Context: an optimization exercise on an open-source flow, tuned for small area, a short achievable clock period and few clock cycles per item. The choices shown serve that exercise and are no tape-out recipe. Only simulation tests tie the RTL to the original design; equivalence was not proved. No activity file was given, so power comes from the tool's default toggle rates.

File: flow/design.v
module wk_hash_rom (
  input  wire [7:0] key,
  output reg  [3:0] slot
);
  always @(*) begin
    case (key)
      8'h00: slot = 4'd0;
      8'h01: slot = 4'd5;
      8'h02: slot = 4'd1;
      8'h03: slot = 4'd0;
      8'h04: slot = 4'd10;
      8'h05: slot = 4'd6;
      8'h06: slot = 4'd5;
      8'h07: slot = 4'd6;
      8'h08: slot = 4'd3;
      8'h09: slot = 4'd7;
      8'h0a: slot = 4'd0;
      8'h0b: slot = 4'd3;
      8'h0c: slot = 4'd0;
      8'h0d: slot = 4'd1;
      8'h0e: slot = 4'd13;
      8'h0f: slot = 4'd1;
      8'h10: slot = 4'd6;
      8'h11: slot = 4'd1;
      8'h12: slot = 4'd13;
      8'h13: slot = 4'd13;
      8'h14: slot = 4'd2;
      8'h15: slot = 4'd2;
      8'h16: slot = 4'd11;
      8'h17: slot = 4'd9;
      8'h18: slot = 4'd6;
      8'h19: slot = 4'd3;
      8'h1a: slot = 4'd8;
      8'h1b: slot = 4'd1;
      8'h1c: slot = 4'd9;
      8'h1d: slot = 4'd14;
      8'h1e: slot = 4'd4;
      8'h1f: slot = 4'd4;
      8'h20: slot = 4'd12;
      8'h21: slot = 4'd8;
      8'h22: slot = 4'd7;
      8'h23: slot = 4'd9;
      8'h24: slot = 4'd5;
      8'h25: slot = 4'd2;
      8'h26: slot = 4'd15;
      8'h27: slot = 4'd2;
      8'h28: slot = 4'd5;
      8'h29: slot = 4'd6;
      8'h2a: slot = 4'd13;
      8'h2b: slot = 4'd13;
      8'h2c: slot = 4'd11;
      8'h2d: slot = 4'd6;
      8'h2e: slot = 4'd3;
      8'h2f: slot = 4'd13;
      8'h30: slot = 4'd1;
      8'h31: slot = 4'd5;
      8'h32: slot = 4'd7;
      8'h33: slot = 4'd6;
      8'h34: slot = 4'd7;
      8'h35: slot = 4'd13;
      8'h36: slot = 4'd6;
      8'h37: slot = 4'd0;
      8'h38: slot = 4'd4;
      8'h39: slot = 4'd12;
      8'h3a: slot = 4'd7;
      8'h3b: slot = 4'd4;
      8'h3c: slot = 4'd13;
      8'h3d: slot = 4'd11;
      8'h3e: slot = 4'd12;
      8'h3f: slot = 4'd4;
      8'h40: slot = 4'd4;
      8'h41: slot = 4'd14;
      8'h42: slot = 4'd0;
      8'h43: slot = 4'd4;
      8'h44: slot = 4'd8;
      8'h45: slot = 4'd5;
      8'h46: slot = 4'd12;
      8'h47: slot = 4'd12;
      8'h48: slot = 4'd1;
      8'h49: slot = 4'd8;
      8'h4a: slot = 4'd1;
      8'h4b: slot = 4'd11;
      8'h4c: slot = 4'd9;
      8'h4d: slot = 4'd5;
      8'h4e: slot = 4'd13;
      8'h4f: slot = 4'd15;
      8'h50: slot = 4'd14;
      8'h51: slot = 4'd8;
      8'h52: slot = 4'd13;
      8'h53: slot = 4'd9;
      8'h54: slot = 4'd11;
      8'h55: slot = 4'd7;
      8'h56: slot = 4'd13;
      8'h57: slot = 4'd6;
      8'h58: slot = 4'd3;
      8'h59: slot = 4'd4;
      8'h5a: slot = 4'd5;
      8'h5b: slot = 4'd10;
      8'h5c: slot = 4'd0;
      8'h5d: slot = 4'd9;
      8'h5e: slot = 4'd9;
      8'h5f: slot = 4'd9;
      8'h60: slot = 4'd15;
      8'h61: slot = 4'd5;
      8'h62: slot = 4'd12;
      8'h63: slot = 4'd15;
      8'h64: slot = 4'd0;
      8'h65: slot = 4'd11;
      8'h66: slot = 4'd6;
      8'h67: slot = 4'd10;
      8'h68: slot = 4'd12;
      8'h69: slot = 4'd8;
      8'h6a: slot = 4'd8;
      8'h6b: slot = 4'd2;
      8'h6c: slot = 4'd0;
      8'h6d: slot = 4'd5;
      8'h6e: slot = 4'd5;
      8'h6f: slot = 4'd13;
      8'h70: slot = 4'd14;
      8'h71: slot = 4'd6;
      8'h72: slot = 4'd3;
      8'h73: slot = 4'd7;
      8'h74: slot = 4'd5;
      8'h75: slot = 4'd8;
      8'h76: slot = 4'd1;
      8'h77: slot = 4'd8;
      8'h78: slot = 4'd2;
      8'h79: slot = 4'd4;
      8'h7a: slot = 4'd2;
      8'h7b: slot = 4'd10;
      8'h7c: slot = 4'd3;
      8'h7d: slot = 4'd1;
      8'h7e: slot = 4'd15;
      8'h7f: slot = 4'd10;
      8'h80: slot = 4'd1;
      8'h81: slot = 4'd10;
      8'h82: slot = 4'd13;
      8'h83: slot = 4'd8;
      8'h84: slot = 4'd15;
      8'h85: slot = 4'd15;
      8'h86: slot = 4'd10;
      8'h87: slot = 4'd9;
      8'h88: slot = 4'd7;
      8'h89: slot = 4'd11;
      8'h8a: slot = 4'd0;
      8'h8b: slot = 4'd9;
      8'h8c: slot = 4'd8;
      8'h8d: slot = 4'd10;
      8'h8e: slot = 4'd7;
      8'h8f: slot = 4'd10;
      8'h90: slot = 4'd14;
      8'h91: slot = 4'd8;
      8'h92: slot = 4'd4;
      8'h93: slot = 4'd9;
      8'h94: slot = 4'd2;
      8'h95: slot = 4'd10;
      8'h96: slot = 4'd1;
      8'h97: slot = 4'd7;
      8'h98: slot = 4'd12;
      8'h99: slot = 4'd4;
      8'h9a: slot = 4'd8;
      8'h9b: slot = 4'd4;
      8'h9c: slot = 4'd9;
      8'h9d: slot = 4'd0;
      8'h9e: slot = 4'd7;
      8'h9f: slot = 4'd10;
      8'ha0: slot = 4'd12;
      8'ha1: slot = 4'd4;
      8'ha2: slot = 4'd7;
      8'ha3: slot = 4'd1;
      8'ha4: slot = 4'd8;
      8'ha5: slot = 4'd11;
      8'ha6: slot = 4'd1;
      8'ha7: slot = 4'd15;
      8'ha8: slot = 4'd3;
      8'ha9: slot = 4'd2;
      8'haa: slot = 4'd11;
      8'hab: slot = 4'd1;
      8'hac: slot = 4'd12;
      8'had: slot = 4'd12;
      8'hae: slot = 4'd7;
      8'haf: slot = 4'd14;
      8'hb0: slot = 4'd0;
      8'hb1: slot = 4'd8;
      8'hb2: slot = 4'd14;
      8'hb3: slot = 4'd14;
      8'hb4: slot = 4'd2;
      8'hb5: slot = 4'd3;
      8'hb6: slot = 4'd5;
      8'hb7: slot = 4'd0;
      8'hb8: slot = 4'd3;
      8'hb9: slot = 4'd13;
      8'hba: slot = 4'd3;
      8'hbb: slot = 4'd2;
      8'hbc: slot = 4'd10;
      8'hbd: slot = 4'd12;
      8'hbe: slot = 4'd5;
      8'hbf: slot = 4'd3;
      8'hc0: slot = 4'd14;
      8'hc1: slot = 4'd14;
      8'hc2: slot = 4'd2;
      8'hc3: slot = 4'd6;
      8'hc4: slot = 4'd14;
      8'hc5: slot = 4'd13;
      8'hc6: slot = 4'd15;
      8'hc7: slot = 4'd5;
      8'hc8: slot = 4'd15;
      8'hc9: slot = 4'd6;
      8'hca: slot = 4'd11;
      8'hcb: slot = 4'd2;
      8'hcc: slot = 4'd9;
      8'hcd: slot = 4'd0;
      8'hce: slot = 4'd12;
      8'hcf: slot = 4'd11;
      8'hd0: slot = 4'd1;
      8'hd1: slot = 4'd10;
      8'hd2: slot = 4'd10;
      8'hd3: slot = 4'd14;
      8'hd4: slot = 4'd15;
      8'hd5: slot = 4'd14;
      8'hd6: slot = 4'd6;
      8'hd7: slot = 4'd14;
      8'hd8: slot = 4'd14;
      8'hd9: slot = 4'd3;
      8'hda: slot = 4'd11;
      8'hdb: slot = 4'd9;
      8'hdc: slot = 4'd0;
      8'hdd: slot = 4'd10;
      8'hde: slot = 4'd4;
      8'hdf: slot = 4'd9;
      8'he0: slot = 4'd11;
      8'he1: slot = 4'd4;
      8'he2: slot = 4'd6;
      8'he3: slot = 4'd15;
      8'he4: slot = 4'd11;
      8'he5: slot = 4'd2;
      8'he6: slot = 4'd14;
      8'he7: slot = 4'd15;
      8'he8: slot = 4'd3;
      8'he9: slot = 4'd7;
      8'hea: slot = 4'd10;
      8'heb: slot = 4'd3;
      8'hec: slot = 4'd2;
      8'hed: slot = 4'd9;
      8'hee: slot = 4'd5;
      8'hef: slot = 4'd12;
      8'hf0: slot = 4'd4;
      8'hf1: slot = 4'd13;
      8'hf2: slot = 4'd12;
      8'hf3: slot = 4'd7;
      8'hf4: slot = 4'd6;
      8'hf5: slot = 4'd15;
      8'hf6: slot = 4'd8;
      8'hf7: slot = 4'd15;
      8'hf8: slot = 4'd15;
      8'hf9: slot = 4'd12;
      8'hfa: slot = 4'd0;
      8'hfb: slot = 4'd11;
      8'hfc: slot = 4'd2;
      8'hfd: slot = 4'd11;
      8'hfe: slot = 4'd3;
      8'hff: slot = 4'd7;
      default: slot = 4'd0;
    endcase
  end
endmodule
module wk_dict (
  input  wire        clk,
  input  wire        init,      
  input  wire        upd,       
  input  wire [31:0] word,
  output wire [1:0]  tag,       
  output wire [3:0]  slot
);
  localparam [1:0] TAG_ZERO = 2'd0, TAG_PARTIAL = 2'd1, TAG_MISS = 2'd2, TAG_EXACT = 2'd3;
  reg [31:0] dict [0:15];
  wk_hash_rom u_rom (.key(word[17:10]), .slot(slot));
  wire [31:0] entry   = dict[slot];
  wire        eq_full = (word == entry);
  wire        is_zero = (word == 32'd0);
  wire        eq_high = (word[31:10] == entry[31:10]);
  assign tag = eq_full ? TAG_EXACT :
               is_zero ? TAG_ZERO :
               eq_high ? TAG_PARTIAL : TAG_MISS;
  integer k;
  always @(posedge clk) begin
    if (init) begin
      for (k = 0; k < 16; k = k + 1)
        dict[k] <= 32'd1;
    end else if (upd && (tag == TAG_PARTIAL || tag == TAG_MISS)) begin
      dict[slot] <= word;
    end
  end
endmodule
module wkcore (
  input  wire        clk,
  input  wire        rst,
  input  wire        start,
  input  wire        ack,
  input  wire [31:0] page_words,
  input  wire [31:0] dst_cap_words,
  output wire        busy,
  output wire        done,
  output wire [1:0]  err,
  output wire [31:0] length,
  output wire [9:0]  pg_addr,
  output wire        pg_re,
  input  wire [31:0] pg_rdata,
  output reg  [10:0] dst_addr,
  output reg  [31:0] dst_wdata,
  output reg         dst_we
);
  localparam [1:0] TAG_ZERO = 2'd0, TAG_PARTIAL = 2'd1, TAG_MISS = 2'd2, TAG_EXACT = 2'd3;
  localparam [4:0] S_IDLE  = 5'd0,
                   S_CHECK = 5'd1,
                   S_INIT  = 5'd2,    
                   S_RD    = 5'd3,    
                   S_CLS   = 5'd4,    
                   S_TAGW  = 5'd5,    
                   S_HDR1  = 5'd6,
                   S_HDR2  = 5'd7,
                   S_HDR3  = 5'd8,
                   S_QW    = 5'd9,    
                   S_LW    = 5'd10,   
                   S_PADQ  = 5'd11,   
                   S_QWF   = 5'd12,
                   S_PADL  = 5'd13,   
                   S_LWF   = 5'd14,
                   S_DONE  = 5'd15,
                   S_ERROR = 5'd16;
  reg  [4:0]  state;
  reg         pass2;
  reg  [31:0] arg_page_words;
  reg  [31:0] arg_dst_cap;
  reg  [1:0]  err_r;
  reg  [31:0] length_r;
  reg  [10:0] i;          
  reg  [5:0]  tw;         
  reg  [10:0] n_m;        
  reg  [10:0] n_q;        
  reg  [10:0] l_words;    
  reg  [1:0]  l_mod;      
  reg  [10:0] h1, h2, h3;
  reg  [31:0] tag_acc;    
  reg  [31:0] q_acc;      
  reg  [2:0]  qk;         
  reg  [29:0] l_acc;      
  reg  [1:0]  lk;         
  reg  [10:0] qj;         
  reg  [10:0] lj;         
  reg         l_pend;     
  wire [31:0] word = pg_rdata;
  wire [1:0]  tag;
  wire [3:0]  slot;
  wk_dict u_dict (
    .clk  (clk),
    .init (state == S_INIT),
    .upd  (state == S_CLS),
    .word (word),
    .tag  (tag),
    .slot (slot)
  );
  wire is_q = (tag == TAG_EXACT) || (tag == TAG_PARTIAL);
  wire is_l = (tag == TAG_PARTIAL);
  assign busy    = (state != S_IDLE) && (state != S_DONE) && (state != S_ERROR);
  assign done    = (state == S_DONE) || (state == S_ERROR);
  assign err     = err_r;
  assign length  = length_r;
  assign pg_re   = (state == S_RD);
  assign pg_addr = i[9:0];
  always @(*) begin
    dst_we    = 1'b0;
    dst_addr  = 11'd0;
    dst_wdata = 32'd0;
    case (state)
      S_CLS: if (!pass2 && tag == TAG_MISS) begin
        dst_we    = 1'b1;
        dst_addr  = 11'd68 + n_m;
        dst_wdata = word;
      end
      S_TAGW: begin
        dst_we    = 1'b1;
        dst_addr  = 11'd4 + {5'd0, tw};
        dst_wdata = tag_acc;
      end
      S_HDR1: begin
        dst_we    = 1'b1;
        dst_addr  = 11'd1;
        dst_wdata = {21'd0, 11'd68 + n_m};
      end
      S_HDR2: begin
        dst_we    = 1'b1;
        dst_addr  = 11'd2;
        dst_wdata = {21'd0, h1 + ((n_q + 11'd7) >> 3)};
      end
      S_HDR3: begin
        dst_we    = 1'b1;
        dst_addr  = 11'd3;
        dst_wdata = {21'd0, h2 + l_words};
      end
      S_QW, S_QWF: begin
        dst_we    = 1'b1;
        dst_addr  = h1 + qj;
        dst_wdata = q_acc;
      end
      S_LW, S_LWF: begin
        dst_we    = 1'b1;
        dst_addr  = h2 + lj;
        dst_wdata = {2'b00, l_acc};
      end
      default: ;
    endcase
  end
  wire last_word = (i == 11'd1023);
  always @(posedge clk) begin
    if (rst) begin
      state          <= S_IDLE;
      pass2          <= 1'b0;
      arg_page_words <= 32'd0;
      arg_dst_cap    <= 32'd0;
      err_r          <= 2'd0;
      length_r       <= 32'd0;
      i              <= 11'd0;
      tw             <= 6'd0;
      n_m            <= 11'd0;
      n_q            <= 11'd0;
      l_words        <= 11'd0;
      l_mod          <= 2'd0;
      h1             <= 11'd0;
      h2             <= 11'd0;
      h3             <= 11'd0;
      qk             <= 3'd0;
      lk             <= 2'd0;
      qj             <= 11'd0;
      lj             <= 11'd0;
      l_pend         <= 1'b0;
    end else begin
      case (state)
        S_IDLE, S_DONE, S_ERROR: begin
          if (start) begin
            arg_page_words <= page_words;
            arg_dst_cap    <= dst_cap_words;
            err_r          <= 2'd0;
            length_r       <= 32'd0;
            state          <= S_CHECK;
          end else if (ack && state != S_IDLE) begin
            err_r <= 2'd0;
            state <= S_IDLE;
          end
        end
        S_CHECK: begin
          if (arg_page_words != 32'd1024) begin
            err_r <= 2'd1;
            state <= S_ERROR;
          end else if (arg_dst_cap < 32'd1562) begin
            err_r <= 2'd2;
            state <= S_ERROR;
          end else begin
            pass2   <= 1'b0;
            n_m     <= 11'd0;
            n_q     <= 11'd0;
            l_words <= 11'd0;
            l_mod   <= 2'd0;
            state   <= S_INIT;
          end
        end
        S_INIT: begin
          i      <= 11'd0;
          tw     <= 6'd0;
          qk     <= 3'd0;
          lk     <= 2'd0;
          qj     <= 11'd0;
          lj     <= 11'd0;
          l_pend <= 1'b0;
          state  <= S_RD;
        end
        S_RD: state <= S_CLS;
        S_CLS: begin
          i <= i + 11'd1;
          if (!pass2) begin
            tag_acc <= {tag, tag_acc[31:2]};
            if (tag == TAG_MISS)
              n_m <= n_m + 11'd1;
            if (is_q)
              n_q <= n_q + 11'd1;
            if (is_l) begin
              if (l_mod == 2'd0)
                l_words <= l_words + 11'd1;
              l_mod <= (l_mod == 2'd2) ? 2'd0 : l_mod + 2'd1;
            end
            if (i[3:0] == 4'd15)
              state <= S_TAGW;
            else
              state <= S_RD;
          end else begin
            if (is_q) begin
              q_acc <= {slot, q_acc[31:4]};
              qk    <= qk + 3'd1;
            end
            if (is_l) begin
              l_acc <= {word[9:0], l_acc[29:10]};
              lk    <= (lk == 2'd2) ? 2'd0 : lk + 2'd1;
            end
            if (is_q && qk == 3'd7) begin
              l_pend <= is_l && lk == 2'd2;
              state  <= S_QW;
            end else if (is_l && lk == 2'd2)
              state <= S_LW;
            else if (last_word)
              state <= S_PADQ;
            else
              state <= S_RD;
          end
        end
        S_TAGW: begin
          tw <= tw + 6'd1;
          if (i == 11'd1024)
            state <= S_HDR1;
          else
            state <= S_RD;
        end
        S_HDR1: begin
          h1    <= 11'd68 + n_m;
          state <= S_HDR2;
        end
        S_HDR2: begin
          h2    <= h1 + ((n_q + 11'd7) >> 3);
          state <= S_HDR3;
        end
        S_HDR3: begin
          h3    <= h2 + l_words;
          pass2 <= 1'b1;
          state <= S_INIT;
        end
        S_QW: begin
          qj <= qj + 11'd1;
          if (l_pend)
            state <= S_LW;
          else if (i == 11'd1024)
            state <= S_PADQ;
          else
            state <= S_RD;
        end
        S_LW: begin
          lj     <= lj + 11'd1;
          l_pend <= 1'b0;
          if (i == 11'd1024)
            state <= S_PADQ;
          else
            state <= S_RD;
        end
        S_PADQ: begin
          if (qk == 3'd0)
            state <= S_PADL;
          else begin
            q_acc <= {4'd0, q_acc[31:4]};
            qk    <= qk + 3'd1;
            if (qk == 3'd7)
              state <= S_QWF;
          end
        end
        S_QWF: begin
          qj    <= qj + 11'd1;
          state <= S_PADL;
        end
        S_PADL: begin
          if (lk == 2'd0) begin
            length_r <= {21'd0, h3};
            state    <= S_DONE;
          end else begin
            l_acc <= {10'd0, l_acc[29:10]};
            lk    <= (lk == 2'd2) ? 2'd0 : lk + 2'd1;
            if (lk == 2'd2)
              state <= S_LWF;
          end
        end
        S_LWF: begin
          lj       <= lj + 11'd1;
          length_r <= {21'd0, h3};
          state    <= S_DONE;
        end
        default: state <= S_IDLE;
      endcase
    end
  end
endmodule
File: flow/run.sh
#!/bin/bash
# synth_recipe.tcl (not shown) runs the flow's synth.tcl, then flattens the netlist and writes it again
# the make line also repeats each setting of config.mk as NAME=value (left out here)
make -C /OpenROAD-flow-scripts/flow DESIGN_CONFIG=/design/flow/config.mk WORK_HOME=/design/flow/orfs CLKGATE_MAP_FILE= SYNTH_SCRIPT=/design/flow/synth_recipe.tcl finish
File: flow/constraint.sdc
create_clock -name core_clock -period 11.0 [get_ports {clk}]
set_input_delay 2.2000 -clock core_clock [delete_from_list [all_inputs] [get_ports {clk}]]
set_output_delay 2.2000 -clock core_clock [all_outputs]
set_load 0.01 [all_outputs]
File: flow/config.mk
export PLATFORM = sky130hd
export DESIGN_NAME = wkcore
export DESIGN_NICKNAME = wkcore
export VERILOG_FILES = /design/flow/design.v
export SDC_FILE = /design/flow/constraint.sdc
export NUM_CORES = 4
export LEC_CHECK = 0
export CAP_MARGIN = 20
export CORE_MARGIN = 2
export CORE_UTILIZATION = 40
export SLEW_MARGIN = 20
==> run notes <==
==> metal layers <==
metal,share of wire,up-vias,GRT usage
li1,-,14600,-
met1,0.43,15900,0.368
met2,0.46,1536,0.407
met3,0.089,237,0.0419
met4,0.030,10,0.0850
met5,0.00050,-,0
==> critical path, stage by stage <==
cell and delay (ps):
clkdlybuf4s50_1 420, buf_4 190, ha_1 290, nor2b_2 240
nor3_1 80, o31a_1 310, o221a_1 290, a211o_4 410
buf_12 160, buf_12 140, buf_4 130, mux4_2 450
a221oi_2 310, xor2_1 240, nand4_1 230, nor4_2 340
nand3_2 90, buf_4 180, nor2_2 120, mux2i_2 250
ha_2 230, and3_4 270, buf_8 170, a222oi_1 80
buf_4 200, inv_1 50, clkdlybuf4s50_1 520
==> placed cells by master, fill, tap and decap left out, drive strengths merged, types with 13 or more instances in the layout <==
master         instances
nand4                 34
dlymetal6s2s          20
or2                   18
o211ai                22
a211oi                56
a221oi                13
clkinv                36
inv                   86
xnor2                 54
nand2                446
mux4                  36
mux2i                 95
a21oi                230
a311oi                26
buf                  361
conb                  21
nand3                151
and2                 332
nand2b                27
a21o                  27
edfxtp               606
clkbuf               110
nor2b                 31
ha                    63
o21a                  19
nor4                  28
a31oi                 18
nor3                 216
o21bai                14
and3                  19
dfxtp                195
o21ai                108
a2111oi               30
a22oi                 27
xor2                  40
or3                   27
clkdlybuf4s50        145
a222oi                25
nor2                 190
mux2                  13
==> final cells by class <==
type / instances / share of cell area
diodes: 1 / 0.0000511
clock buffers: 108 / 0.0477
clock inverters: 51 / 0.0120
inverters: 85 / 0.00652
multi-input cells: 2615 / 0.346
flip-flops and latches: 801 / 0.451
well taps: 1357 / 0.0347
repair buffers: 529 / 0.101
==> repair_timing <==
action,4_1_cts,5_1_grt
gates resized for setup,8,56
pin swaps,2,8
buffers inserted,0,9
setup endpoints to repair,43,44
gates cloned,1,1
==> per-stage QoR <==
step / hold WS (ps) / std cells / power, mW / worst slack, ps / TNS (ps)
2_1_floorplan: 422 / 3873 / 5.48 / 56.3 / 0
3_3_place_gp: 431 / 5375 / 6.67 / -144 / -1790
3_5_place_dp: 435 / 5375 / 6.71 / -171 / -2780
4_1_cts: 449 / 5535 / 9.74 / 0.600 / 0
5_1_grt: 460 / 5547 / 10.1 / -74.6 / -111
6_report: 451 / 5547 / 9.77 / 158 / 0
==> worst paths after layout <==
| check | from | end | slack (ps) | cells after the start |
|---|---|---|---|---|
| min reg2reg | q_acc[5]$_DFFE_PP_ | q_acc[1]$_DFFE_PP_ | 450 | 0 |
| min | q_acc[5]$_DFFE_PP_ | q_acc[1]$_DFFE_PP_ | 450 | 0 |
| max reg2reg | u_dict.dict[10][11]$_SDFFCE_PN0P_ | u_dict.dict[1][19]$_SDFFCE_PN0P_ | 5230 | 17 |
| max | pg_rdata[11] | dst_wdata[31] | 160 | 27 |
==> kinds of logic (layout without fill, tap and decap cells) <==
logic type	Yosys count	after routing	synth area share
flip-flops	801	801	0.545
AND/OR/NAND/NOR	1556	1556	0.192
adder cells (fa/ha/maj)	67	67	0.0214
AO/OA/AOI/OAI	733	733	0.123
multiplexers	144	144	0.0471
other	1	22	0.0000925
buffers and inverters	457	773	0.0505
XOR/XNOR	94	94	0.0203
==> power groups by stage <==
| stage | registers (mW) | logic (mW) | clock network [mW] |
|---|---|---|---|
| 2_1_floorplan | 4.13 | 1.35 | 0 |
| 3_3_place_gp | 4.12 | 2.55 | 0 |
| 3_5_place_dp | 4.13 | 2.57 | 0 |
| 4_1_cts | 4.07 | 2.59 | 3.07 |
| 5_1_grt | 4.12 | 2.80 | 3.18 |
| 6_report | 4.08 | 2.65 | 3.04 |
==> registers in the layout (all words and copies together), names as in the netlist, 3 cells and up <==
signal / cells
u_dict.dict: 512
arg_page_words: 32
q_acc: 32
tag_acc: 32
arg_dst_cap: 31
l_acc: 30
h1: 11
h2: 11
h3: 11
i: 11
l_words: 11
length_r: 11
lj: 11
n_m: 11
n_q: 11
qj: 11
tw: 6
state: 5
qk: 3
==> impl_metrics.yaml <==
outcome:
  status: "timing/DRC/antenna clean"
route:
  postRouteWirelength_um: 137000
  routed_via_density: 5.81
  firstDrtPassIters: 8
  vias: 32200
  antenna_left: 0
  dr.first_iter.drc_count: 3825
  detail_route.wl_per_cell_um: 24.8
  post-route-drc-count: 0
clock_network:
  cts_buffers: 86
  clk_latency_ps: 660
  clock-root-buffer: "clkbuf_16"
  cts.reportedPaths.clkPinSlew_ps: 60
  ctsHoldBuffers: 0
  cts_sinks: 801
  htreeDepth: 3
  clockBufferDepth: 3
  cts_tree: "yes"
power:
  p_clk_frac: 0.311
  p_leak_nw: 18.0
  p_per_area_nw_per_um2: 200
  seq_power_share: 0.417
  max-vdd-ir-drop_v: 0.000129
  swShare: 0.327
  p_switching_mw: 3.20
  p_comb_frac: 0.271
  p_int_mw: 6.57
yosys:
  avgSynthCellArea_sq_um: 10.5
  synth_area_leaders: "edfxtp_1 45%, dfxtp_1 9.6%, and2_1 5.1%"
  ys_top_cells_by_count: "606 x edfxtp_1, 444 x nand2_1, 332 x and2_1"
  ys_seq_elements: 801
  synth_cell_types: 94
  synthArstFlopShare: 0
  synth_edf_count: 606
  synth_top_area_frac: 0.449
  ys.flop_type: "edfxtp_1"
  syn_inst: 3853
  synth_top_area_cell: "edfxtp_1"
  synth_warnings: 3
  synth.most_common_cell: "edfxtp_1"
  yosysSeqAreaShare: 0.545
  syn-cell-area_sq_um: 40500
sta:
  finalHoldViolations: 0
  clock-skew-final_ps: 24.2
  fmax_ghz: 0.0922
  finalCritPeriodShare: 0.986
  slew_viol_final: 0
  period_needed_ps: 10840
  rsz0062_at_grt: "yes"
  worst_pin_slew_ps: 1110
  worst_slew_margin_rel: 0.255
  setup_viol: 0
worst_setup_path:
  cp_data_arrival_time_ps: 8640
  cp.required_ps: 8800
  worst-setup-path-type: "input pin to output pin"
  start_kind: "input pin"
  endpoint_kind: "output pin"
  crit_fanout: 14
placed_design:
  portBuffers: 168
  gp_congestion: 0.906
  dpl_cell_area_sq_um: 45600
  place.detailed.hpwl_um: 91400
floorplanning:
  fp.dieH_um: 322
  die_w_um: 322
  boundaryPins: 191
  num_rows: 116
  die-area_sq_um: 104000
  core-area_sq_um: 100000
  initial_core_util: 0.404
final_layout:
  num-nets-final: 4285
  design_area_sq_um: 49000
  fin_util: 0.488
  multi_input_area_sq_um: 16900
  fillers: 8993
  regArea_sq_um: 22100
  drive_gt1_frac: 0.158
  area_growth_pct: 20.8
global_routing:
  grt_max_degree: 70
  antenna_found_initial: 9
  grt_pass1_vias: 30900
  grt_pass1_wl_um: 203000
  gr-usage-all-layers: 0.260
  overflow: 0
job:
  cap_violations: 0
hold_path:
  hp-class: "register to register"
Testbench counts, summed over its fixed seeds: cycles 139,750, items 32.

re-timing with driven ports:
No port has a modelled driver above. Below, the same layout with a new extraction and two added sets of constraints.
Step 1 assumes that a clkbuf_16 drives the clock port and a buf_2 every other input.
Step 2, shift: input delay + t, output delay - t, t = (earliest + latest rising clock arrival at the registers) / 2. This alone moves slack from input paths to output paths.
a / b / c = ideal ports / drivers / drivers and shift; a / b = the first two.
shift t [ns]: 0.726
setup WS [ns]: 0.158 / 0.137 / 0.137
hold WS [ns]: 0.451 / 0.451 / 0.451
worst data-port slew with drivers (ns): 0.14
After both steps this run still meets setup and hold. For this run, drivers alone change the setup slack by -0.021 ns; drivers and shift together by -0.021 ns.
